What follows belongs to an exercise in optimizing a design on an open flow for small area; a production flow would make more cautious choices.
In this exercise RTL edits were held to simulation tests only and were not proved equivalent to the original.

<file path="flow/run.sh">
#!/bin/bash
# synth_recipe.tcl (not shown) runs the flow's synth.tcl, then flattens the netlist and writes it again
# the make line also repeats each setting of config.mk as NAME=value (left out here)
make -C /OpenROAD-flow-scripts/flow DESIGN_CONFIG=/design/flow/config.mk WORK_HOME=/design/flow/orfs CLKGATE_MAP_FILE= SYNTH_SCRIPT=/design/flow/synth_recipe.tcl finish
</file>
<file path="flow/config.mk">
export PLATFORM = sky130hd
export DESIGN_NAME = pp_core
export DESIGN_NICKNAME = pp_core
export VERILOG_FILES = /design/flow/design.v
export SDC_FILE = /design/flow/constraint.sdc
export NUM_CORES = 4
export LEC_CHECK = 0
export CAP_MARGIN = 20
export CORE_MARGIN = 2
export CORE_UTILIZATION = 40
export PLACE_DENSITY = 0.6
export SLEW_MARGIN = 20
</file>
<file path="flow/constraint.sdc">
create_clock -name core_clock -period 12.0 [get_ports {clk}]
set_input_delay 2.4000 -clock core_clock [delete_from_list [all_inputs] [get_ports {clk}]]
set_output_delay 2.4000 -clock core_clock [all_outputs]
set_load 0.01 [all_outputs]
</file>
<file path="flow/design.v">
module pp_core (
    input  wire         clk,
    input  wire         rst,
    input  wire         cmd_valid,
    output wire         cmd_ready,
    input  wire [3:0]   cmd_code,
    input  wire [271:0] cmd_arg,
    output reg          rsp_valid,
    output reg  [1:0]   rsp_status,
    output wire [65:0]  rsp_data,
    output reg          tx_open_req,
    input  wire         tx_open_ack,
    input  wire         tx_open_ok,
    output reg          tx_wr_valid,
    output wire [31:0]  tx_wr_data,
    input  wire         tx_done,
    input  wire         tx_fail,
    output reg          tx_close,
    output wire [1:0]   phase,
    output wire [2:0]   err,
    output wire [1:0]   dstate
);
    localparam C_PARH   = 4'h1, C_PAR32 = 4'h2, C_ENCW  = 4'h3, C_TOBYTES = 4'h4,
               C_COUNT  = 4'h5, C_CMASK = 4'h6, C_PACKH = 4'h7, C_PACKB   = 4'h8,
               C_ENCPAT = 4'h9, C_LOAD  = 4'hA, C_START = 4'hB, C_LEN     = 4'hC,
               C_GET    = 4'hD, C_TICK  = 4'hE, C_STOP  = 4'hF;
    localparam PH_BUILD = 2'd0, PH_PLAY = 2'd1, PH_STOPPED = 2'd2, PH_HALT = 2'd3;
    localparam ST_OK = 2'd0, ST_REFUSED = 2'd1, ST_ERROR = 2'd2;
    localparam E_NONE = 3'd0, E_CONFIG = 3'd1, E_OPEN = 3'd2, E_WRITE = 3'd3, E_INDEX = 3'd4;
    reg  [7:0]  cat [0:63];           
    reg  [6:0]  cat_len;
    reg  [5:0]  cursor;
    reg  [1:0]  cnt_hi;               
    reg  [1:0]  cnt_lo;               
    reg  [1:0]  phase_r;
    reg  [2:0]  err_r;
    reg         stop_req;
    reg         wr_hdr;               
    reg         wr_body;              
    reg         open_wait;            
    reg  [31:0] rw;                   
    reg  [7:0]  rc;                   
    reg         f_low;                
    reg         f_ent;                
    reg         f_tick;               
    assign phase  = phase_r;
    assign err    = err_r;
    assign dstate = cnt_hi;
    wire busy = wr_hdr | wr_body;
    assign cmd_ready = !rst && !open_wait && (!busy || cmd_code == C_STOP);
    wire   accept    = cmd_valid && cmd_ready;
    wire [31:0] w = cmd_arg[31:0];
    wire        p_lo = ^w[15:0];
    wire        p_hi = ^w[31:16];
    wire        p_w  = p_lo ^ p_hi;
    wire [8:0]  count;
    pp_popcnt u_pop (.s(cmd_arg[255:0]), .c(count));
    wire        sel_cur = cmd_code[3] & cmd_code[2] & cmd_code[1];
    wire        sel_pp  = cmd_code[0] & ~cmd_code[2];
    wire [15:0] pm = sel_cur ? {10'd0, cursor} : sel_pp ? cmd_arg[271:256] : cmd_arg[15:0];
    reg  [4:0]  m3s;
    reg  [1:0]  m3;
    integer k;
    always @* begin
        m3s = 5'd0;
        for (k = 0; k < 8; k = k + 1)
            m3s = m3s + {3'd0, pm[2*k +: 2]};    
        m3 = m3s % 5'd3;
    end
    wire [8:0]  mask = {{3{m3 == 2'd2}}, {3{m3 == 2'd1}}, {3{m3 == 2'd0}}};
    wire [31:0] body = {pm[7:0], mask, 14'd0, ~^pm[7:0]};
    wire [7:0]  rd = cat[pm[5:0]];
    wire        get_bad = cmd_arg[15:0] >= {9'd0, cat_len};
    wire [1:0]  cnt_lo_nx = (cnt_lo == 2'd2) ? 2'd0 : cnt_lo + 2'd1;
    wire [1:0]  cnt_hi_nx = (cnt_lo != 2'd2) ? cnt_hi : (cnt_hi == 2'd2) ? 2'd0 : cnt_hi + 2'd1;
    wire [5:0]  cursor_nx = ({1'b0, cursor} + 7'd1 == cat_len) ? 6'd0 : cursor + 6'd1;
    reg [31:0] rw_nx;
    always @* begin
        case (cmd_code)
            C_PARH:    rw_nx = {30'd0, p_hi, p_lo};
            C_PAR32:   rw_nx = {31'd0, p_w};
            C_ENCW:    rw_nx = {w[31:1], w[0] ^ p_w};
            C_TOBYTES: rw_nx = w;
            C_COUNT:   rw_nx = {23'd0, count};
            C_CMASK:   rw_nx = {23'd0, mask};
            C_PACKH:   rw_nx = {4'hF, cmd_arg[7:0], 20'h42000};
            C_PACKB:   rw_nx = {cmd_arg[7:0], cmd_arg[16:8], 15'd0};
            C_LOAD:    rw_nx = {25'd0, cat_len[6] ? 7'd1 : cat_len};
            C_START:   rw_nx = {29'd0, E_CONFIG};
            C_LEN:     rw_nx = {25'd0, cat_len};
            C_GET:     rw_nx = get_bad ? {29'd0, E_INDEX} : body;
            default:   rw_nx = body;              
        endcase
    end
    wire [31:0] hdr = {4'hF, rc, 20'h42000} | {31'd0, ^rc};
    assign rsp_data = ({66{f_low}}  & {34'd0, rw})
                    | ({66{f_ent}}  & {2'd0, hdr, 32'd0})
                    | ({66{f_tick}} & {hdr, rw, cnt_hi});
    assign tx_wr_data = wr_body ? rw : hdr;
    always @(posedge clk) begin
        if (!busy) begin
            rw <= open_wait ? {29'd0, E_OPEN} : rw_nx;
            rc <= cmd_code[2] ? rd : count[7:0];
        end
    end
    always @(posedge clk) begin
        f_low  <= 1'b0;
        f_ent  <= 1'b0;
        f_tick <= 1'b0;
        if (open_wait) begin
            f_low <= !tx_open_ok;
        end else if (accept) begin
            case (cmd_code)
                C_PARH, C_PAR32, C_ENCW, C_TOBYTES, C_COUNT, C_CMASK, C_PACKH, C_PACKB, C_LEN:
                    f_low <= 1'b1;
                C_ENCPAT: begin
                    f_low <= 1'b1;
                    f_ent <= 1'b1;
                end
                C_LOAD:  f_low <= phase_r == PH_BUILD;
                C_START: f_low <= phase_r == PH_BUILD && cat_len == 7'd0;
                C_GET: begin
                    f_low <= 1'b1;
                    f_ent <= !get_bad;
                end
                C_TICK:  f_tick <= phase_r == PH_PLAY && !stop_req;
                default: ;
            endcase
        end
    end
    always @(posedge clk) begin
        if (rst) begin
            cat_len     <= 7'd0;
            cursor      <= 6'd0;
            cnt_hi      <= 2'd0;
            cnt_lo      <= 2'd0;
            phase_r     <= PH_BUILD;
            err_r       <= E_NONE;
            stop_req    <= 1'b0;
            wr_hdr      <= 1'b0;
            wr_body     <= 1'b0;
            open_wait   <= 1'b0;
            rsp_valid   <= 1'b0;
            tx_open_req <= 1'b0;
            tx_wr_valid <= 1'b0;
            tx_close    <= 1'b0;
        end else begin
            rsp_valid   <= 1'b0;
            tx_open_req <= 1'b0;
            tx_wr_valid <= 1'b0;
            tx_close    <= 1'b0;
            if (open_wait) begin
                if (tx_open_ack) begin
                    open_wait <= 1'b0;
                    rsp_valid <= 1'b1;
                    if (tx_open_ok) begin
                        cursor     <= 6'd0;
                        cnt_hi     <= 2'd0;
                        cnt_lo     <= 2'd0;
                        phase_r    <= PH_PLAY;
                        rsp_status <= ST_OK;
                    end else begin
                        if (err_r == E_NONE) err_r <= E_OPEN;
                        phase_r    <= PH_HALT;
                        rsp_status <= ST_ERROR;
                    end
                end
            end else if (busy) begin
                if (tx_done) begin
                    wr_hdr  <= 1'b0;
                    wr_body <= 1'b0;
                    if (tx_fail) begin
                        if (err_r == E_NONE) err_r <= E_WRITE;
                        tx_close <= 1'b1;           
                        phase_r  <= PH_HALT;
                    end else if (wr_hdr) begin
                        tx_wr_valid <= 1'b1;
                        wr_body     <= 1'b1;
                    end
                end
            end
            if (accept) begin
                rsp_valid  <= 1'b1;
                rsp_status <= ST_OK;
                case (cmd_code)
                    C_LOAD: begin
                        if (phase_r != PH_BUILD) begin
                            rsp_status <= ST_REFUSED;
                        end else if (cat_len[6]) begin
                            if (err_r == E_NONE) err_r <= E_CONFIG;
                            phase_r    <= PH_HALT;
                            rsp_status <= ST_ERROR;
                        end else begin
                            cat_len <= cat_len + 7'd1;
                        end
                    end
                    C_START: begin
                        if (phase_r != PH_BUILD) begin
                            rsp_status <= ST_REFUSED;
                        end else if (cat_len == 7'd0) begin
                            if (err_r == E_NONE) err_r <= E_CONFIG;
                            phase_r    <= PH_HALT;
                            rsp_status <= ST_ERROR;
                        end else begin
                            rsp_valid   <= 1'b0;
                            tx_open_req <= 1'b1;
                            open_wait   <= 1'b1;
                        end
                    end
                    C_GET: begin
                        if (get_bad) begin
                            if (err_r == E_NONE) err_r <= E_INDEX;
                            if (phase_r == PH_PLAY) tx_close <= 1'b1;
                            phase_r    <= PH_HALT;
                            rsp_status <= ST_ERROR;
                        end
                    end
                    C_TICK: begin
                        if (phase_r != PH_PLAY) begin
                            rsp_status <= ST_REFUSED;
                        end else if (stop_req) begin
                            tx_close <= 1'b1;
                            phase_r  <= PH_STOPPED;
                        end else begin
                            cursor      <= cursor_nx;
                            cnt_hi      <= cnt_hi_nx;
                            cnt_lo      <= cnt_lo_nx;
                            tx_wr_valid <= 1'b1;
                            wr_hdr      <= 1'b1;
                        end
                    end
                    C_STOP:    stop_req <= 1'b1;
                    4'h0:      rsp_status <= ST_REFUSED;    
                    default: ;
                endcase
            end
        end
    end
    always @(posedge clk) begin
        if (!rst && accept && cmd_code == C_LOAD && phase_r == PH_BUILD && !cat_len[6])
            cat[cat_len[5:0]] <= count[7:0];
    end
endmodule
module pp_popcnt (input wire [255:0] s, output wire [8:0] c);
  wire n257 = s[0] ^ s[1] ^ s[2];
  wire n258 = (s[0] & s[1]) | (s[0] & s[2]) | (s[1] & s[2]);
  wire n259 = s[3] ^ s[4] ^ s[5];
  wire n260 = (s[3] & s[4]) | (s[3] & s[5]) | (s[4] & s[5]);
  wire n261 = s[6] ^ s[7] ^ s[8];
  wire n262 = (s[6] & s[7]) | (s[6] & s[8]) | (s[7] & s[8]);
  wire n263 = s[9] ^ s[10] ^ s[11];
  wire n264 = (s[9] & s[10]) | (s[9] & s[11]) | (s[10] & s[11]);
  wire n265 = s[12] ^ s[13] ^ s[14];
  wire n266 = (s[12] & s[13]) | (s[12] & s[14]) | (s[13] & s[14]);
  wire n267 = s[15] ^ s[16] ^ s[17];
  wire n268 = (s[15] & s[16]) | (s[15] & s[17]) | (s[16] & s[17]);
  wire n269 = s[18] ^ s[19] ^ s[20];
  wire n270 = (s[18] & s[19]) | (s[18] & s[20]) | (s[19] & s[20]);
  wire n271 = s[21] ^ s[22] ^ s[23];
  wire n272 = (s[21] & s[22]) | (s[21] & s[23]) | (s[22] & s[23]);
  wire n273 = s[24] ^ s[25] ^ s[26];
  wire n274 = (s[24] & s[25]) | (s[24] & s[26]) | (s[25] & s[26]);
  wire n275 = s[27] ^ s[28] ^ s[29];
  wire n276 = (s[27] & s[28]) | (s[27] & s[29]) | (s[28] & s[29]);
  wire n277 = s[30] ^ s[31] ^ s[32];
  wire n278 = (s[30] & s[31]) | (s[30] & s[32]) | (s[31] & s[32]);
  wire n279 = s[33] ^ s[34] ^ s[35];
  wire n280 = (s[33] & s[34]) | (s[33] & s[35]) | (s[34] & s[35]);
  wire n281 = s[36] ^ s[37] ^ s[38];
  wire n282 = (s[36] & s[37]) | (s[36] & s[38]) | (s[37] & s[38]);
  wire n283 = s[39] ^ s[40] ^ s[41];
  wire n284 = (s[39] & s[40]) | (s[39] & s[41]) | (s[40] & s[41]);
  wire n285 = s[42] ^ s[43] ^ s[44];
  wire n286 = (s[42] & s[43]) | (s[42] & s[44]) | (s[43] & s[44]);
  wire n287 = s[45] ^ s[46] ^ s[47];
  wire n288 = (s[45] & s[46]) | (s[45] & s[47]) | (s[46] & s[47]);
  wire n289 = s[48] ^ s[49] ^ s[50];
  wire n290 = (s[48] & s[49]) | (s[48] & s[50]) | (s[49] & s[50]);
  wire n291 = s[51] ^ s[52] ^ s[53];
  wire n292 = (s[51] & s[52]) | (s[51] & s[53]) | (s[52] & s[53]);
  wire n293 = s[54] ^ s[55] ^ s[56];
  wire n294 = (s[54] & s[55]) | (s[54] & s[56]) | (s[55] & s[56]);
  wire n295 = s[57] ^ s[58] ^ s[59];
  wire n296 = (s[57] & s[58]) | (s[57] & s[59]) | (s[58] & s[59]);
  wire n297 = s[60] ^ s[61] ^ s[62];
  wire n298 = (s[60] & s[61]) | (s[60] & s[62]) | (s[61] & s[62]);
  wire n299 = s[63] ^ s[64] ^ s[65];
  wire n300 = (s[63] & s[64]) | (s[63] & s[65]) | (s[64] & s[65]);
  wire n301 = s[66] ^ s[67] ^ s[68];
  wire n302 = (s[66] & s[67]) | (s[66] & s[68]) | (s[67] & s[68]);
  wire n303 = s[69] ^ s[70] ^ s[71];
  wire n304 = (s[69] & s[70]) | (s[69] & s[71]) | (s[70] & s[71]);
  wire n305 = s[72] ^ s[73] ^ s[74];
  wire n306 = (s[72] & s[73]) | (s[72] & s[74]) | (s[73] & s[74]);
  wire n307 = s[75] ^ s[76] ^ s[77];
  wire n308 = (s[75] & s[76]) | (s[75] & s[77]) | (s[76] & s[77]);
  wire n309 = s[78] ^ s[79] ^ s[80];
  wire n310 = (s[78] & s[79]) | (s[78] & s[80]) | (s[79] & s[80]);
  wire n311 = s[81] ^ s[82] ^ s[83];
  wire n312 = (s[81] & s[82]) | (s[81] & s[83]) | (s[82] & s[83]);
  wire n313 = s[84] ^ s[85] ^ s[86];
  wire n314 = (s[84] & s[85]) | (s[84] & s[86]) | (s[85] & s[86]);
  wire n315 = s[87] ^ s[88] ^ s[89];
  wire n316 = (s[87] & s[88]) | (s[87] & s[89]) | (s[88] & s[89]);
  wire n317 = s[90] ^ s[91] ^ s[92];
  wire n318 = (s[90] & s[91]) | (s[90] & s[92]) | (s[91] & s[92]);
  wire n319 = s[93] ^ s[94] ^ s[95];
  wire n320 = (s[93] & s[94]) | (s[93] & s[95]) | (s[94] & s[95]);
  wire n321 = s[96] ^ s[97] ^ s[98];
  wire n322 = (s[96] & s[97]) | (s[96] & s[98]) | (s[97] & s[98]);
  wire n323 = s[99] ^ s[100] ^ s[101];
  wire n324 = (s[99] & s[100]) | (s[99] & s[101]) | (s[100] & s[101]);
  wire n325 = s[102] ^ s[103] ^ s[104];
  wire n326 = (s[102] & s[103]) | (s[102] & s[104]) | (s[103] & s[104]);
  wire n327 = s[105] ^ s[106] ^ s[107];
  wire n328 = (s[105] & s[106]) | (s[105] & s[107]) | (s[106] & s[107]);
  wire n329 = s[108] ^ s[109] ^ s[110];
  wire n330 = (s[108] & s[109]) | (s[108] & s[110]) | (s[109] & s[110]);
  wire n331 = s[111] ^ s[112] ^ s[113];
  wire n332 = (s[111] & s[112]) | (s[111] & s[113]) | (s[112] & s[113]);
  wire n333 = s[114] ^ s[115] ^ s[116];
  wire n334 = (s[114] & s[115]) | (s[114] & s[116]) | (s[115] & s[116]);
  wire n335 = s[117] ^ s[118] ^ s[119];
  wire n336 = (s[117] & s[118]) | (s[117] & s[119]) | (s[118] & s[119]);
  wire n337 = s[120] ^ s[121] ^ s[122];
  wire n338 = (s[120] & s[121]) | (s[120] & s[122]) | (s[121] & s[122]);
  wire n339 = s[123] ^ s[124] ^ s[125];
  wire n340 = (s[123] & s[124]) | (s[123] & s[125]) | (s[124] & s[125]);
  wire n341 = s[126] ^ s[127] ^ s[128];
  wire n342 = (s[126] & s[127]) | (s[126] & s[128]) | (s[127] & s[128]);
  wire n343 = s[129] ^ s[130] ^ s[131];
  wire n344 = (s[129] & s[130]) | (s[129] & s[131]) | (s[130] & s[131]);
  wire n345 = s[132] ^ s[133] ^ s[134];
  wire n346 = (s[132] & s[133]) | (s[132] & s[134]) | (s[133] & s[134]);
  wire n347 = s[135] ^ s[136] ^ s[137];
  wire n348 = (s[135] & s[136]) | (s[135] & s[137]) | (s[136] & s[137]);
  wire n349 = s[138] ^ s[139] ^ s[140];
  wire n350 = (s[138] & s[139]) | (s[138] & s[140]) | (s[139] & s[140]);
  wire n351 = s[141] ^ s[142] ^ s[143];
  wire n352 = (s[141] & s[142]) | (s[141] & s[143]) | (s[142] & s[143]);
  wire n353 = s[144] ^ s[145] ^ s[146];
  wire n354 = (s[144] & s[145]) | (s[144] & s[146]) | (s[145] & s[146]);
  wire n355 = s[147] ^ s[148] ^ s[149];
  wire n356 = (s[147] & s[148]) | (s[147] & s[149]) | (s[148] & s[149]);
  wire n357 = s[150] ^ s[151] ^ s[152];
  wire n358 = (s[150] & s[151]) | (s[150] & s[152]) | (s[151] & s[152]);
  wire n359 = s[153] ^ s[154] ^ s[155];
  wire n360 = (s[153] & s[154]) | (s[153] & s[155]) | (s[154] & s[155]);
  wire n361 = s[156] ^ s[157] ^ s[158];
  wire n362 = (s[156] & s[157]) | (s[156] & s[158]) | (s[157] & s[158]);
  wire n363 = s[159] ^ s[160] ^ s[161];
  wire n364 = (s[159] & s[160]) | (s[159] & s[161]) | (s[160] & s[161]);
  wire n365 = s[162] ^ s[163] ^ s[164];
  wire n366 = (s[162] & s[163]) | (s[162] & s[164]) | (s[163] & s[164]);
  wire n367 = s[165] ^ s[166] ^ s[167];
  wire n368 = (s[165] & s[166]) | (s[165] & s[167]) | (s[166] & s[167]);
  wire n369 = s[168] ^ s[169] ^ s[170];
  wire n370 = (s[168] & s[169]) | (s[168] & s[170]) | (s[169] & s[170]);
  wire n371 = s[171] ^ s[172] ^ s[173];
  wire n372 = (s[171] & s[172]) | (s[171] & s[173]) | (s[172] & s[173]);
  wire n373 = s[174] ^ s[175] ^ s[176];
  wire n374 = (s[174] & s[175]) | (s[174] & s[176]) | (s[175] & s[176]);
  wire n375 = s[177] ^ s[178] ^ s[179];
  wire n376 = (s[177] & s[178]) | (s[177] & s[179]) | (s[178] & s[179]);
  wire n377 = s[180] ^ s[181] ^ s[182];
  wire n378 = (s[180] & s[181]) | (s[180] & s[182]) | (s[181] & s[182]);
  wire n379 = s[183] ^ s[184] ^ s[185];
  wire n380 = (s[183] & s[184]) | (s[183] & s[185]) | (s[184] & s[185]);
  wire n381 = s[186] ^ s[187] ^ s[188];
  wire n382 = (s[186] & s[187]) | (s[186] & s[188]) | (s[187] & s[188]);
  wire n383 = s[189] ^ s[190] ^ s[191];
  wire n384 = (s[189] & s[190]) | (s[189] & s[191]) | (s[190] & s[191]);
  wire n385 = s[192] ^ s[193] ^ s[194];
  wire n386 = (s[192] & s[193]) | (s[192] & s[194]) | (s[193] & s[194]);
  wire n387 = s[195] ^ s[196] ^ s[197];
  wire n388 = (s[195] & s[196]) | (s[195] & s[197]) | (s[196] & s[197]);
  wire n389 = s[198] ^ s[199] ^ s[200];
  wire n390 = (s[198] & s[199]) | (s[198] & s[200]) | (s[199] & s[200]);
  wire n391 = s[201] ^ s[202] ^ s[203];
  wire n392 = (s[201] & s[202]) | (s[201] & s[203]) | (s[202] & s[203]);
  wire n393 = s[204] ^ s[205] ^ s[206];
  wire n394 = (s[204] & s[205]) | (s[204] & s[206]) | (s[205] & s[206]);
  wire n395 = s[207] ^ s[208] ^ s[209];
  wire n396 = (s[207] & s[208]) | (s[207] & s[209]) | (s[208] & s[209]);
  wire n397 = s[210] ^ s[211] ^ s[212];
  wire n398 = (s[210] & s[211]) | (s[210] & s[212]) | (s[211] & s[212]);
  wire n399 = s[213] ^ s[214] ^ s[215];
  wire n400 = (s[213] & s[214]) | (s[213] & s[215]) | (s[214] & s[215]);
  wire n401 = s[216] ^ s[217] ^ s[218];
  wire n402 = (s[216] & s[217]) | (s[216] & s[218]) | (s[217] & s[218]);
  wire n403 = s[219] ^ s[220] ^ s[221];
  wire n404 = (s[219] & s[220]) | (s[219] & s[221]) | (s[220] & s[221]);
  wire n405 = s[222] ^ s[223] ^ s[224];
  wire n406 = (s[222] & s[223]) | (s[222] & s[224]) | (s[223] & s[224]);
  wire n407 = s[225] ^ s[226] ^ s[227];
  wire n408 = (s[225] & s[226]) | (s[225] & s[227]) | (s[226] & s[227]);
  wire n409 = s[228] ^ s[229] ^ s[230];
  wire n410 = (s[228] & s[229]) | (s[228] & s[230]) | (s[229] & s[230]);
  wire n411 = s[231] ^ s[232] ^ s[233];
  wire n412 = (s[231] & s[232]) | (s[231] & s[233]) | (s[232] & s[233]);
  wire n413 = s[234] ^ s[235] ^ s[236];
  wire n414 = (s[234] & s[235]) | (s[234] & s[236]) | (s[235] & s[236]);
  wire n415 = s[237] ^ s[238] ^ s[239];
  wire n416 = (s[237] & s[238]) | (s[237] & s[239]) | (s[238] & s[239]);
  wire n417 = s[240] ^ s[241] ^ s[242];
  wire n418 = (s[240] & s[241]) | (s[240] & s[242]) | (s[241] & s[242]);
  wire n419 = s[243] ^ s[244] ^ s[245];
  wire n420 = (s[243] & s[244]) | (s[243] & s[245]) | (s[244] & s[245]);
  wire n421 = s[246] ^ s[247] ^ s[248];
  wire n422 = (s[246] & s[247]) | (s[246] & s[248]) | (s[247] & s[248]);
  wire n423 = s[249] ^ s[250] ^ s[251];
  wire n424 = (s[249] & s[250]) | (s[249] & s[251]) | (s[250] & s[251]);
  wire n425 = s[252] ^ s[253] ^ s[254];
  wire n426 = (s[252] & s[253]) | (s[252] & s[254]) | (s[253] & s[254]);
  wire n427 = s[255] ^ n257 ^ n259;
  wire n428 = (s[255] & n257) | (s[255] & n259) | (n257 & n259);
  wire n429 = n261 ^ n263 ^ n265;
  wire n430 = (n261 & n263) | (n261 & n265) | (n263 & n265);
  wire n431 = n267 ^ n269 ^ n271;
  wire n432 = (n267 & n269) | (n267 & n271) | (n269 & n271);
  wire n433 = n273 ^ n275 ^ n277;
  wire n434 = (n273 & n275) | (n273 & n277) | (n275 & n277);
  wire n435 = n279 ^ n281 ^ n283;
  wire n436 = (n279 & n281) | (n279 & n283) | (n281 & n283);
  wire n437 = n285 ^ n287 ^ n289;
  wire n438 = (n285 & n287) | (n285 & n289) | (n287 & n289);
  wire n439 = n291 ^ n293 ^ n295;
  wire n440 = (n291 & n293) | (n291 & n295) | (n293 & n295);
  wire n441 = n297 ^ n299 ^ n301;
  wire n442 = (n297 & n299) | (n297 & n301) | (n299 & n301);
  wire n443 = n303 ^ n305 ^ n307;
  wire n444 = (n303 & n305) | (n303 & n307) | (n305 & n307);
  wire n445 = n309 ^ n311 ^ n313;
  wire n446 = (n309 & n311) | (n309 & n313) | (n311 & n313);
  wire n447 = n315 ^ n317 ^ n319;
  wire n448 = (n315 & n317) | (n315 & n319) | (n317 & n319);
  wire n449 = n321 ^ n323 ^ n325;
  wire n450 = (n321 & n323) | (n321 & n325) | (n323 & n325);
  wire n451 = n327 ^ n329 ^ n331;
  wire n452 = (n327 & n329) | (n327 & n331) | (n329 & n331);
  wire n453 = n333 ^ n335 ^ n337;
  wire n454 = (n333 & n335) | (n333 & n337) | (n335 & n337);
  wire n455 = n339 ^ n341 ^ n343;
  wire n456 = (n339 & n341) | (n339 & n343) | (n341 & n343);
  wire n457 = n345 ^ n347 ^ n349;
  wire n458 = (n345 & n347) | (n345 & n349) | (n347 & n349);
  wire n459 = n351 ^ n353 ^ n355;
  wire n460 = (n351 & n353) | (n351 & n355) | (n353 & n355);
  wire n461 = n357 ^ n359 ^ n361;
  wire n462 = (n357 & n359) | (n357 & n361) | (n359 & n361);
  wire n463 = n363 ^ n365 ^ n367;
  wire n464 = (n363 & n365) | (n363 & n367) | (n365 & n367);
  wire n465 = n369 ^ n371 ^ n373;
  wire n466 = (n369 & n371) | (n369 & n373) | (n371 & n373);
  wire n467 = n375 ^ n377 ^ n379;
  wire n468 = (n375 & n377) | (n375 & n379) | (n377 & n379);
  wire n469 = n381 ^ n383 ^ n385;
  wire n470 = (n381 & n383) | (n381 & n385) | (n383 & n385);
  wire n471 = n387 ^ n389 ^ n391;
  wire n472 = (n387 & n389) | (n387 & n391) | (n389 & n391);
  wire n473 = n393 ^ n395 ^ n397;
  wire n474 = (n393 & n395) | (n393 & n397) | (n395 & n397);
  wire n475 = n399 ^ n401 ^ n403;
  wire n476 = (n399 & n401) | (n399 & n403) | (n401 & n403);
  wire n477 = n405 ^ n407 ^ n409;
  wire n478 = (n405 & n407) | (n405 & n409) | (n407 & n409);
  wire n479 = n411 ^ n413 ^ n415;
  wire n480 = (n411 & n413) | (n411 & n415) | (n413 & n415);
  wire n481 = n417 ^ n419 ^ n421;
  wire n482 = (n417 & n419) | (n417 & n421) | (n419 & n421);
  wire n483 = n423 ^ n425 ^ n427;
  wire n484 = (n423 & n425) | (n423 & n427) | (n425 & n427);
  wire n485 = n429 ^ n431 ^ n433;
  wire n486 = (n429 & n431) | (n429 & n433) | (n431 & n433);
  wire n487 = n435 ^ n437 ^ n439;
  wire n488 = (n435 & n437) | (n435 & n439) | (n437 & n439);
  wire n489 = n441 ^ n443 ^ n445;
  wire n490 = (n441 & n443) | (n441 & n445) | (n443 & n445);
  wire n491 = n447 ^ n449 ^ n451;
  wire n492 = (n447 & n449) | (n447 & n451) | (n449 & n451);
  wire n493 = n453 ^ n455 ^ n457;
  wire n494 = (n453 & n455) | (n453 & n457) | (n455 & n457);
  wire n495 = n459 ^ n461 ^ n463;
  wire n496 = (n459 & n461) | (n459 & n463) | (n461 & n463);
  wire n497 = n465 ^ n467 ^ n469;
  wire n498 = (n465 & n467) | (n465 & n469) | (n467 & n469);
  wire n499 = n471 ^ n473 ^ n475;
  wire n500 = (n471 & n473) | (n471 & n475) | (n473 & n475);
  wire n501 = n477 ^ n479 ^ n481;
  wire n502 = (n477 & n479) | (n477 & n481) | (n479 & n481);
  wire n503 = n483 ^ n485 ^ n487;
  wire n504 = (n483 & n485) | (n483 & n487) | (n485 & n487);
  wire n505 = n489 ^ n491 ^ n493;
  wire n506 = (n489 & n491) | (n489 & n493) | (n491 & n493);
  wire n507 = n495 ^ n497 ^ n499;
  wire n508 = (n495 & n497) | (n495 & n499) | (n497 & n499);
  wire n509 = n501 ^ n503 ^ n505;
  wire n510 = (n501 & n503) | (n501 & n505) | (n503 & n505);
  wire n511 = n507 ^ n509;
  wire n512 = n507 & n509;
  wire n513 = n258 ^ n260 ^ n262;
  wire n514 = (n258 & n260) | (n258 & n262) | (n260 & n262);
  wire n515 = n264 ^ n266 ^ n268;
  wire n516 = (n264 & n266) | (n264 & n268) | (n266 & n268);
  wire n517 = n270 ^ n272 ^ n274;
  wire n518 = (n270 & n272) | (n270 & n274) | (n272 & n274);
  wire n519 = n276 ^ n278 ^ n280;
  wire n520 = (n276 & n278) | (n276 & n280) | (n278 & n280);
  wire n521 = n282 ^ n284 ^ n286;
  wire n522 = (n282 & n284) | (n282 & n286) | (n284 & n286);
  wire n523 = n288 ^ n290 ^ n292;
  wire n524 = (n288 & n290) | (n288 & n292) | (n290 & n292);
  wire n525 = n294 ^ n296 ^ n298;
  wire n526 = (n294 & n296) | (n294 & n298) | (n296 & n298);
  wire n527 = n300 ^ n302 ^ n304;
  wire n528 = (n300 & n302) | (n300 & n304) | (n302 & n304);
  wire n529 = n306 ^ n308 ^ n310;
  wire n530 = (n306 & n308) | (n306 & n310) | (n308 & n310);
  wire n531 = n312 ^ n314 ^ n316;
  wire n532 = (n312 & n314) | (n312 & n316) | (n314 & n316);
  wire n533 = n318 ^ n320 ^ n322;
  wire n534 = (n318 & n320) | (n318 & n322) | (n320 & n322);
  wire n535 = n324 ^ n326 ^ n328;
  wire n536 = (n324 & n326) | (n324 & n328) | (n326 & n328);
  wire n537 = n330 ^ n332 ^ n334;
  wire n538 = (n330 & n332) | (n330 & n334) | (n332 & n334);
  wire n539 = n336 ^ n338 ^ n340;
  wire n540 = (n336 & n338) | (n336 & n340) | (n338 & n340);
  wire n541 = n342 ^ n344 ^ n346;
  wire n542 = (n342 & n344) | (n342 & n346) | (n344 & n346);
  wire n543 = n348 ^ n350 ^ n352;
  wire n544 = (n348 & n350) | (n348 & n352) | (n350 & n352);
  wire n545 = n354 ^ n356 ^ n358;
  wire n546 = (n354 & n356) | (n354 & n358) | (n356 & n358);
  wire n547 = n360 ^ n362 ^ n364;
  wire n548 = (n360 & n362) | (n360 & n364) | (n362 & n364);
  wire n549 = n366 ^ n368 ^ n370;
  wire n550 = (n366 & n368) | (n366 & n370) | (n368 & n370);
  wire n551 = n372 ^ n374 ^ n376;
  wire n552 = (n372 & n374) | (n372 & n376) | (n374 & n376);
  wire n553 = n378 ^ n380 ^ n382;
  wire n554 = (n378 & n380) | (n378 & n382) | (n380 & n382);
  wire n555 = n384 ^ n386 ^ n388;
  wire n556 = (n384 & n386) | (n384 & n388) | (n386 & n388);
  wire n557 = n390 ^ n392 ^ n394;
  wire n558 = (n390 & n392) | (n390 & n394) | (n392 & n394);
  wire n559 = n396 ^ n398 ^ n400;
  wire n560 = (n396 & n398) | (n396 & n400) | (n398 & n400);
  wire n561 = n402 ^ n404 ^ n406;
  wire n562 = (n402 & n404) | (n402 & n406) | (n404 & n406);
  wire n563 = n408 ^ n410 ^ n412;
  wire n564 = (n408 & n410) | (n408 & n412) | (n410 & n412);
  wire n565 = n414 ^ n416 ^ n418;
  wire n566 = (n414 & n416) | (n414 & n418) | (n416 & n418);
  wire n567 = n420 ^ n422 ^ n424;
  wire n568 = (n420 & n422) | (n420 & n424) | (n422 & n424);
  wire n569 = n426 ^ n428 ^ n430;
  wire n570 = (n426 & n428) | (n426 & n430) | (n428 & n430);
  wire n571 = n432 ^ n434 ^ n436;
  wire n572 = (n432 & n434) | (n432 & n436) | (n434 & n436);
  wire n573 = n438 ^ n440 ^ n442;
  wire n574 = (n438 & n440) | (n438 & n442) | (n440 & n442);
  wire n575 = n444 ^ n446 ^ n448;
  wire n576 = (n444 & n446) | (n444 & n448) | (n446 & n448);
  wire n577 = n450 ^ n452 ^ n454;
  wire n578 = (n450 & n452) | (n450 & n454) | (n452 & n454);
  wire n579 = n456 ^ n458 ^ n460;
  wire n580 = (n456 & n458) | (n456 & n460) | (n458 & n460);
  wire n581 = n462 ^ n464 ^ n466;
  wire n582 = (n462 & n464) | (n462 & n466) | (n464 & n466);
  wire n583 = n468 ^ n470 ^ n472;
  wire n584 = (n468 & n470) | (n468 & n472) | (n470 & n472);
  wire n585 = n474 ^ n476 ^ n478;
  wire n586 = (n474 & n476) | (n474 & n478) | (n476 & n478);
  wire n587 = n480 ^ n482 ^ n513;
  wire n588 = (n480 & n482) | (n480 & n513) | (n482 & n513);
  wire n589 = n515 ^ n517 ^ n519;
  wire n590 = (n515 & n517) | (n515 & n519) | (n517 & n519);
  wire n591 = n521 ^ n523 ^ n525;
  wire n592 = (n521 & n523) | (n521 & n525) | (n523 & n525);
  wire n593 = n527 ^ n529 ^ n531;
  wire n594 = (n527 & n529) | (n527 & n531) | (n529 & n531);
  wire n595 = n533 ^ n535 ^ n537;
  wire n596 = (n533 & n535) | (n533 & n537) | (n535 & n537);
  wire n597 = n539 ^ n541 ^ n543;
  wire n598 = (n539 & n541) | (n539 & n543) | (n541 & n543);
  wire n599 = n545 ^ n547 ^ n549;
  wire n600 = (n545 & n547) | (n545 & n549) | (n547 & n549);
  wire n601 = n551 ^ n553 ^ n555;
  wire n602 = (n551 & n553) | (n551 & n555) | (n553 & n555);
  wire n603 = n557 ^ n559 ^ n561;
  wire n604 = (n557 & n559) | (n557 & n561) | (n559 & n561);
  wire n605 = n563 ^ n565 ^ n567;
  wire n606 = (n563 & n565) | (n563 & n567) | (n565 & n567);
  wire n607 = n484 ^ n486 ^ n488;
  wire n608 = (n484 & n486) | (n484 & n488) | (n486 & n488);
  wire n609 = n490 ^ n492 ^ n494;
  wire n610 = (n490 & n492) | (n490 & n494) | (n492 & n494);
  wire n611 = n496 ^ n498 ^ n500;
  wire n612 = (n496 & n498) | (n496 & n500) | (n498 & n500);
  wire n613 = n502 ^ n569 ^ n571;
  wire n614 = (n502 & n569) | (n502 & n571) | (n569 & n571);
  wire n615 = n573 ^ n575 ^ n577;
  wire n616 = (n573 & n575) | (n573 & n577) | (n575 & n577);
  wire n617 = n579 ^ n581 ^ n583;
  wire n618 = (n579 & n581) | (n579 & n583) | (n581 & n583);
  wire n619 = n585 ^ n587 ^ n589;
  wire n620 = (n585 & n587) | (n585 & n589) | (n587 & n589);
  wire n621 = n591 ^ n593 ^ n595;
  wire n622 = (n591 & n593) | (n591 & n595) | (n593 & n595);
  wire n623 = n597 ^ n599 ^ n601;
  wire n624 = (n597 & n599) | (n597 & n601) | (n599 & n601);
  wire n625 = n603 ^ n605 ^ n607;
  wire n626 = (n603 & n605) | (n603 & n607) | (n605 & n607);
  wire n627 = n609 ^ n611 ^ n613;
  wire n628 = (n609 & n611) | (n609 & n613) | (n611 & n613);
  wire n629 = n615 ^ n617 ^ n619;
  wire n630 = (n615 & n617) | (n615 & n619) | (n617 & n619);
  wire n631 = n621 ^ n623 ^ n504;
  wire n632 = (n621 & n623) | (n621 & n504) | (n623 & n504);
  wire n633 = n506 ^ n508 ^ n510;
  wire n634 = (n506 & n508) | (n506 & n510) | (n508 & n510);
  wire n635 = n625 ^ n627 ^ n629;
  wire n636 = (n625 & n627) | (n625 & n629) | (n627 & n629);
  wire n637 = n631 ^ n512 ^ n633;
  wire n638 = (n631 & n512) | (n631 & n633) | (n512 & n633);
  wire n639 = n635 ^ n637;
  wire n640 = n635 & n637;
  wire n641 = n514 ^ n516 ^ n518;
  wire n642 = (n514 & n516) | (n514 & n518) | (n516 & n518);
  wire n643 = n520 ^ n522 ^ n524;
  wire n644 = (n520 & n522) | (n520 & n524) | (n522 & n524);
  wire n645 = n526 ^ n528 ^ n530;
  wire n646 = (n526 & n528) | (n526 & n530) | (n528 & n530);
  wire n647 = n532 ^ n534 ^ n536;
  wire n648 = (n532 & n534) | (n532 & n536) | (n534 & n536);
  wire n649 = n538 ^ n540 ^ n542;
  wire n650 = (n538 & n540) | (n538 & n542) | (n540 & n542);
  wire n651 = n544 ^ n546 ^ n548;
  wire n652 = (n544 & n546) | (n544 & n548) | (n546 & n548);
  wire n653 = n550 ^ n552 ^ n554;
  wire n654 = (n550 & n552) | (n550 & n554) | (n552 & n554);
  wire n655 = n556 ^ n558 ^ n560;
  wire n656 = (n556 & n558) | (n556 & n560) | (n558 & n560);
  wire n657 = n562 ^ n564 ^ n566;
  wire n658 = (n562 & n564) | (n562 & n566) | (n564 & n566);
  wire n659 = n568 ^ n570 ^ n572;
  wire n660 = (n568 & n570) | (n568 & n572) | (n570 & n572);
  wire n661 = n574 ^ n576 ^ n578;
  wire n662 = (n574 & n576) | (n574 & n578) | (n576 & n578);
  wire n663 = n580 ^ n582 ^ n584;
  wire n664 = (n580 & n582) | (n580 & n584) | (n582 & n584);
  wire n665 = n586 ^ n588 ^ n590;
  wire n666 = (n586 & n588) | (n586 & n590) | (n588 & n590);
  wire n667 = n592 ^ n594 ^ n596;
  wire n668 = (n592 & n594) | (n592 & n596) | (n594 & n596);
  wire n669 = n598 ^ n600 ^ n602;
  wire n670 = (n598 & n600) | (n598 & n602) | (n600 & n602);
  wire n671 = n604 ^ n606 ^ n641;
  wire n672 = (n604 & n606) | (n604 & n641) | (n606 & n641);
  wire n673 = n643 ^ n645 ^ n647;
  wire n674 = (n643 & n645) | (n643 & n647) | (n645 & n647);
  wire n675 = n649 ^ n651 ^ n653;
  wire n676 = (n649 & n651) | (n649 & n653) | (n651 & n653);
  wire n677 = n655 ^ n657 ^ n659;
  wire n678 = (n655 & n657) | (n655 & n659) | (n657 & n659);
  wire n679 = n661 ^ n663 ^ n665;
  wire n680 = (n661 & n663) | (n661 & n665) | (n663 & n665);
  wire n681 = n667 ^ n669 ^ n671;
  wire n682 = (n667 & n669) | (n667 & n671) | (n669 & n671);
  wire n683 = n673 ^ n675 ^ n608;
  wire n684 = (n673 & n675) | (n673 & n608) | (n675 & n608);
  wire n685 = n610 ^ n612 ^ n614;
  wire n686 = (n610 & n612) | (n610 & n614) | (n612 & n614);
  wire n687 = n616 ^ n618 ^ n620;
  wire n688 = (n616 & n618) | (n616 & n620) | (n618 & n620);
  wire n689 = n622 ^ n624 ^ n626;
  wire n690 = (n622 & n624) | (n622 & n626) | (n624 & n626);
  wire n691 = n628 ^ n630 ^ n677;
  wire n692 = (n628 & n630) | (n628 & n677) | (n630 & n677);
  wire n693 = n679 ^ n681 ^ n632;
  wire n694 = (n679 & n681) | (n679 & n632) | (n681 & n632);
  wire n695 = n683 ^ n685 ^ n687;
  wire n696 = (n683 & n685) | (n683 & n687) | (n685 & n687);
  wire n697 = n634 ^ n636 ^ n689;
  wire n698 = (n634 & n636) | (n634 & n689) | (n636 & n689);
  wire n699 = n691 ^ n693 ^ n695;
  wire n700 = (n691 & n693) | (n691 & n695) | (n693 & n695);
  wire n701 = n638 ^ n697 ^ n699;
  wire n702 = (n638 & n697) | (n638 & n699) | (n697 & n699);
  wire n703 = n640 ^ n701;
  wire n704 = n640 & n701;
  wire n705 = n642 ^ n644 ^ n646;
  wire n706 = (n642 & n644) | (n642 & n646) | (n644 & n646);
  wire n707 = n648 ^ n650 ^ n652;
  wire n708 = (n648 & n650) | (n648 & n652) | (n650 & n652);
  wire n709 = n654 ^ n656 ^ n658;
  wire n710 = (n654 & n656) | (n654 & n658) | (n656 & n658);
  wire n711 = n705 ^ n707 ^ n709;
  wire n712 = (n705 & n707) | (n705 & n709) | (n707 & n709);
  wire n713 = n660 ^ n662 ^ n664;
  wire n714 = (n660 & n662) | (n660 & n664) | (n662 & n664);
  wire n715 = n666 ^ n668 ^ n670;
  wire n716 = (n666 & n668) | (n666 & n670) | (n668 & n670);
  wire n717 = n672 ^ n674 ^ n676;
  wire n718 = (n672 & n674) | (n672 & n676) | (n674 & n676);
  wire n719 = n678 ^ n680 ^ n682;
  wire n720 = (n678 & n680) | (n678 & n682) | (n680 & n682);
  wire n721 = n711 ^ n713 ^ n715;
  wire n722 = (n711 & n713) | (n711 & n715) | (n713 & n715);
  wire n723 = n717 ^ n684 ^ n686;
  wire n724 = (n717 & n684) | (n717 & n686) | (n684 & n686);
  wire n725 = n688 ^ n690 ^ n692;
  wire n726 = (n688 & n690) | (n688 & n692) | (n690 & n692);
  wire n727 = n719 ^ n721 ^ n694;
  wire n728 = (n719 & n721) | (n719 & n694) | (n721 & n694);
  wire n729 = n696 ^ n723 ^ n698;
  wire n730 = (n696 & n723) | (n696 & n698) | (n723 & n698);
  wire n731 = n725 ^ n700 ^ n727;
  wire n732 = (n725 & n700) | (n725 & n727) | (n700 & n727);
  wire n733 = n729 ^ n702 ^ n731;
  wire n734 = (n729 & n702) | (n729 & n731) | (n702 & n731);
  wire n735 = n704 ^ n733;
  wire n736 = n704 & n733;
  wire n737 = n706 ^ n708 ^ n710;
  wire n738 = (n706 & n708) | (n706 & n710) | (n708 & n710);
  wire n739 = n712 ^ n737 ^ n714;
  wire n740 = (n712 & n737) | (n712 & n714) | (n737 & n714);
  wire n741 = n716 ^ n718 ^ n720;
  wire n742 = (n716 & n718) | (n716 & n720) | (n718 & n720);
  wire n743 = n722 ^ n724 ^ n739;
  wire n744 = (n722 & n724) | (n722 & n739) | (n724 & n739);
  wire n745 = n726 ^ n741 ^ n728;
  wire n746 = (n726 & n741) | (n726 & n728) | (n741 & n728);
  wire n747 = n743 ^ n730 ^ n732;
  wire n748 = (n743 & n730) | (n743 & n732) | (n730 & n732);
  wire n749 = n745 ^ n734 ^ n747;
  wire n750 = (n745 & n734) | (n745 & n747) | (n734 & n747);
  wire n751 = n736 ^ n749;
  wire n752 = n736 & n749;
  wire n753 = n738 ^ n740 ^ n742;
  wire n754 = (n738 & n740) | (n738 & n742) | (n740 & n742);
  wire n755 = n744 ^ n753 ^ n746;
  wire n756 = (n744 & n753) | (n744 & n746) | (n753 & n746);
  wire n757 = n748 ^ n755 ^ n750;
  wire n758 = (n748 & n755) | (n748 & n750) | (n755 & n750);
  wire n759 = n752 ^ n757;
  wire n760 = n752 & n757;
  wire n761 = n754 ^ n756 ^ n758;
  wire n762 = (n754 & n756) | (n754 & n758) | (n756 & n758);
  wire n763 = n760 ^ n761;
  wire n764 = n760 & n761;
  wire n765 = n762 ^ n764;
  wire n766 = n762 & n764;
  assign c[0] = n511;
  assign c[1] = n639;
  assign c[2] = n703;
  assign c[3] = n735;
  assign c[4] = n751;
  assign c[5] = n759;
  assign c[6] = n763;
  assign c[7] = n765;
  assign c[8] = n766;
endmodule
</file>
==> run notes <==
status - no timing/DRC/antenna violations
mapped cell area - 32,940 µm²
Post-CTS Setup Bufs - 0
Async S/R FF share, synth - 0%
Via Count - 21.81k
drt drc - 0
maxcap violations - 0
CTS tree - done
Crit path top cell by count - fa_1
CP max stage cell - clkdlybuf4s50_1
port bufs - 380
Tmin final - 10.17 ns
RSZ-0062 raised after global routing - false
R2R setup slack - 4.94 ns
crit path kind - in2reg
Final Cycle Share - 84.74%
RD Place Congestion - 0.8966
most frequent cell after synthesis - edfxtp_1
DRT iter0 DRCs - 2,169
Synth top cells by count - edfxtp_1 (554), inv_1 (403), fa_1 (257)
DRT Pass-1 Iters - 9
# clock sinks - 587
Layout area overhead - 21.24%
Cells after Synth - 2,532
placed cell count - 3,905
final number of max-transition violations - 0
setup_tns - 0 ns
Core Region - 81,850 µm²
post-synth top area share - 50.50%
CTS H-tree lvls - 2
crit path cell chain - clkdlybuf4s50_1, inv_1, fa_1, inv_1, fa_1, fa_1, inv_1, fa_1, fa_1, inv_1, fa_1, inv_1, fa_1, inv_1, fa_1, fa_1, fa_1, fa_1, fa_1, ha_2, ha_2, buf_4
post-DP HPWL - 73.61 mm
r2r endpoint - rw[2]$_SDFFCE_PP0P_
antenna-violating nets left - 0
Avg Vias per Cell - 5.429
FILL cells - 7,135
register area share after synthesis - 52.50%
worst-path maximum fanout - 40
yosys warns - 1
die area - 84,670 µm²
GRT Residual Overflow - 0
Final Hold Viols - 0
num ports - 395
WP data required - 12.41 ns
row cnt - 105
top post-synthesis cells by area - edfxtp_1 (50%), fa_1 (16%), mux2i_1 (5.8%), inv_1 (4.6%), o22ai_1 (2.1%)
crit-path max cell delay - 0.78 ns
Yosys reg bits - 587
Finished Layout Cells - 4,018
first-pass GRT wire length - 148.3 mm
Hold Path Class - reg2reg
Critical Path End - cat[2][7]$_DFFE_PP_
Worst-path clk slew - 0.06 ns
Max Fclk - 0.09834 GHz
worst skew pair latency - 0.65 ns
CP startpoint kind - input pin
Post-CTS Hold Fix Bufs - 0
Die Ht - 291.0 µm
Avg Cell Area, Syn - 13.01 µm²
placed cell areas - 37,900 µm²
Top FF cell, synth - edfxtp_1
Num CTS Buffers - 59
Setup Viol. Count Final - 0
post_cts resized - 0
vias in the first global route - 22.56k
DRT Wirelength - 98.90 mm
nets@finish - 3,477
CP top delay family - adder cells
CP startpoint - cmd_arg[2]
Crit path arrival time - 10.58 ns
CTS root buffer - clkbuf_16
post-route cell area - 39,940 µm²
Reg-to-Reg Start - cursor[5]$_SDFF_PP0_
Worst R2R Path Depth - 27
initial core utilization - 40.25%
Total GRT Usage - 23.43%
WP depth - 22
Post-synth EDFFs - 554
fraction of layout cells with a size suffix above 1 - 6.820%
antenna violations before repair - 2
Yosys top cell by area - edfxtp_1
synth unique cells - 82
worst relative slew slack - 23.62%
largest net degree at the start of global routing - 129
Clock Path Buffers - 3
die width - 291.0 µm
worst slew pin tran - 1.135 ns
Critical path buffers and inverters - 8
detailed-route wire length per cell - 24.61 µm
Clock Skew - 0.03729 ns
Crit. End Element - flip-flop
[cells by family (layout without fill, tap and decap cells)]
kind of cell | after synthesis | count (layout) | share of synthesized area, %
AND/OR/NAND/NOR | 441 | 441 | 6.643
AO/OA/AOI/OAI | 380 | 380 | 8.067
flip-flops | 587 | 587 | 52.50
XOR/XNOR | 49 | 49 | 1.386
other | 1 | 15 | 0.01138
multiplexers | 230 | 230 | 7.410
adder cells (fa/ha/maj) | 298 | 298 | 17.17
buffers and inverters | 546 | 948 | 6.806
[sequential cells by signal (all words and copies together), names as in the netlist, 2 cells and up]
| signal | cells |
|---|---|
| cat | 512 |
| cat_len | 7 |
| cnt_hi | 2 |
| cnt_lo | 2 |
| cursor | 6 |
| err_r | 3 |
| phase_r | 2 |
| rc | 8 |
| rsp_status | 2 |
| rw | 32 |
[layout by cell type, fill, tap and decap left out, types with 33 or more instances in the layout]
cell | synthesis | layout
edfxtp_1 | 554 | 554
inv_1 | 403 | 403
clkdlybuf4s50_1 | 0 | 380
fa_1 | 257 | 257
mux2i_1 | 191 | 191
nor2_1 | 121 | 121
o22ai_1 | 110 | 110
nand2_1 | 103 | 103
clkbuf_16 | 0 | 59
a21oi_1 | 58 | 57
buf_4 | 33 | 48
a22o_1 | 39 | 39
xnor2_1 | 38 | 38
and3_1 | 37 | 37
ha_1 | 41 | 33
[metal layers]
metal | vias to the layer above | GRT usage [%] | share of wire (%)
li1 | 9638 | - | -
met1 | 11050 | 30.55 | 40
met2 | 952 | 40.52 | 50
met3 | 171 | 3.688 | 7.3
met4 | 2 | 6.609 | 2.9
met5 | - | 0 | 0.013
[layout make-up]
class / instances / area [µm²] / area share [%]
Clock inverter: 45 / 524.3 / 1.313
Tap cell: 1070 / 1339 / 3.352
Sequential cell: 587 / 17300 / 43.31
Clock buffer: 67 / 1516 / 3.797
Timing Repair Buffer: 429 / 4184 / 10.48
Antenna cell: 1 / 2.502 / 0.006265
Inverter: 407 / 1528 / 3.825
Multi-Input combinational cell: 1412 / 13550 / 33.93
[worst min path at each step]
stage,from,end,depth (start not counted)
after CTS,wr_body$_SDFFE_PP0P_,wr_body$_SDFFE_PP0P_,2
after global routing,err_r[2]$_SDFF_PP0_,err_r[2]$_SDFF_PP0_,2
after detailed placement,wr_body$_SDFFE_PP0P_,wr_body$_SDFFE_PP0P_,2
after global placement,wr_hdr$_SDFF_PP0_,wr_hdr$_SDFF_PP0_,2
final,wr_hdr$_SDFF_PP0_,wr_hdr$_SDFF_PP0_,2
after floorplan,wr_hdr$_SDFF_PP0_,wr_hdr$_SDFF_PP0_,2
[through the flow]
| step | utilization (%) | setup WS [ns] | hold WS, ns |
|---|---|---|---|
| finish | 48.80 | 1.831 | 0.4792 |
| global route | 48.80 | 1.600 | 0.5218 |
| CTS | 48.80 | 1.914 | 0.4718 |
| detailed placement | 46.30 | 1.245 | 0.4621 |
| global placement | 46.30 | 1.387 | 0.4527 |
| floorplan | - | 2.289 | 0.4444 |
[worst min-delay path, stage by stage (launching register included)]
cell,delay (ns)
dfxtp_1,0.32
nand2_1,0.05
a21oi_1,0.06

## separate check: timing with driven ports
The flow's constraints put no driver on any port. The routed layout listed below was extracted and timed again, unchanged, in two steps. Step 1 (the two cells are an assumption about what drives the block):
set clk [get_ports {clk}]
set_driving_cell -lib_cell sky130_fd_sc_hd__clkbuf_16 $clk
set_driving_cell -lib_cell sky130_fd_sc_hd__buf_2 [delete_from_list [all_inputs] $clk]
Step 2 adds t to the input delays and takes it off the output delays; t is the mean of the earliest and latest rising clock arrival at the registers after step 1. Input paths then give back, and output paths get back, about the clock's delay inside the block. a / b / c = no drivers / after step 1 / after step 2; a / b = the first two.
t, ns: 0.690
setup slack, ns: 1.831 / 1.857 / 1.168
worst register clock-pin slew, ns: 0.07 / 0.07
After both steps setup and hold are still met in this run. The setup slack of this run moves by +0.026 ns with the drivers and by -0.663 ns with both steps.
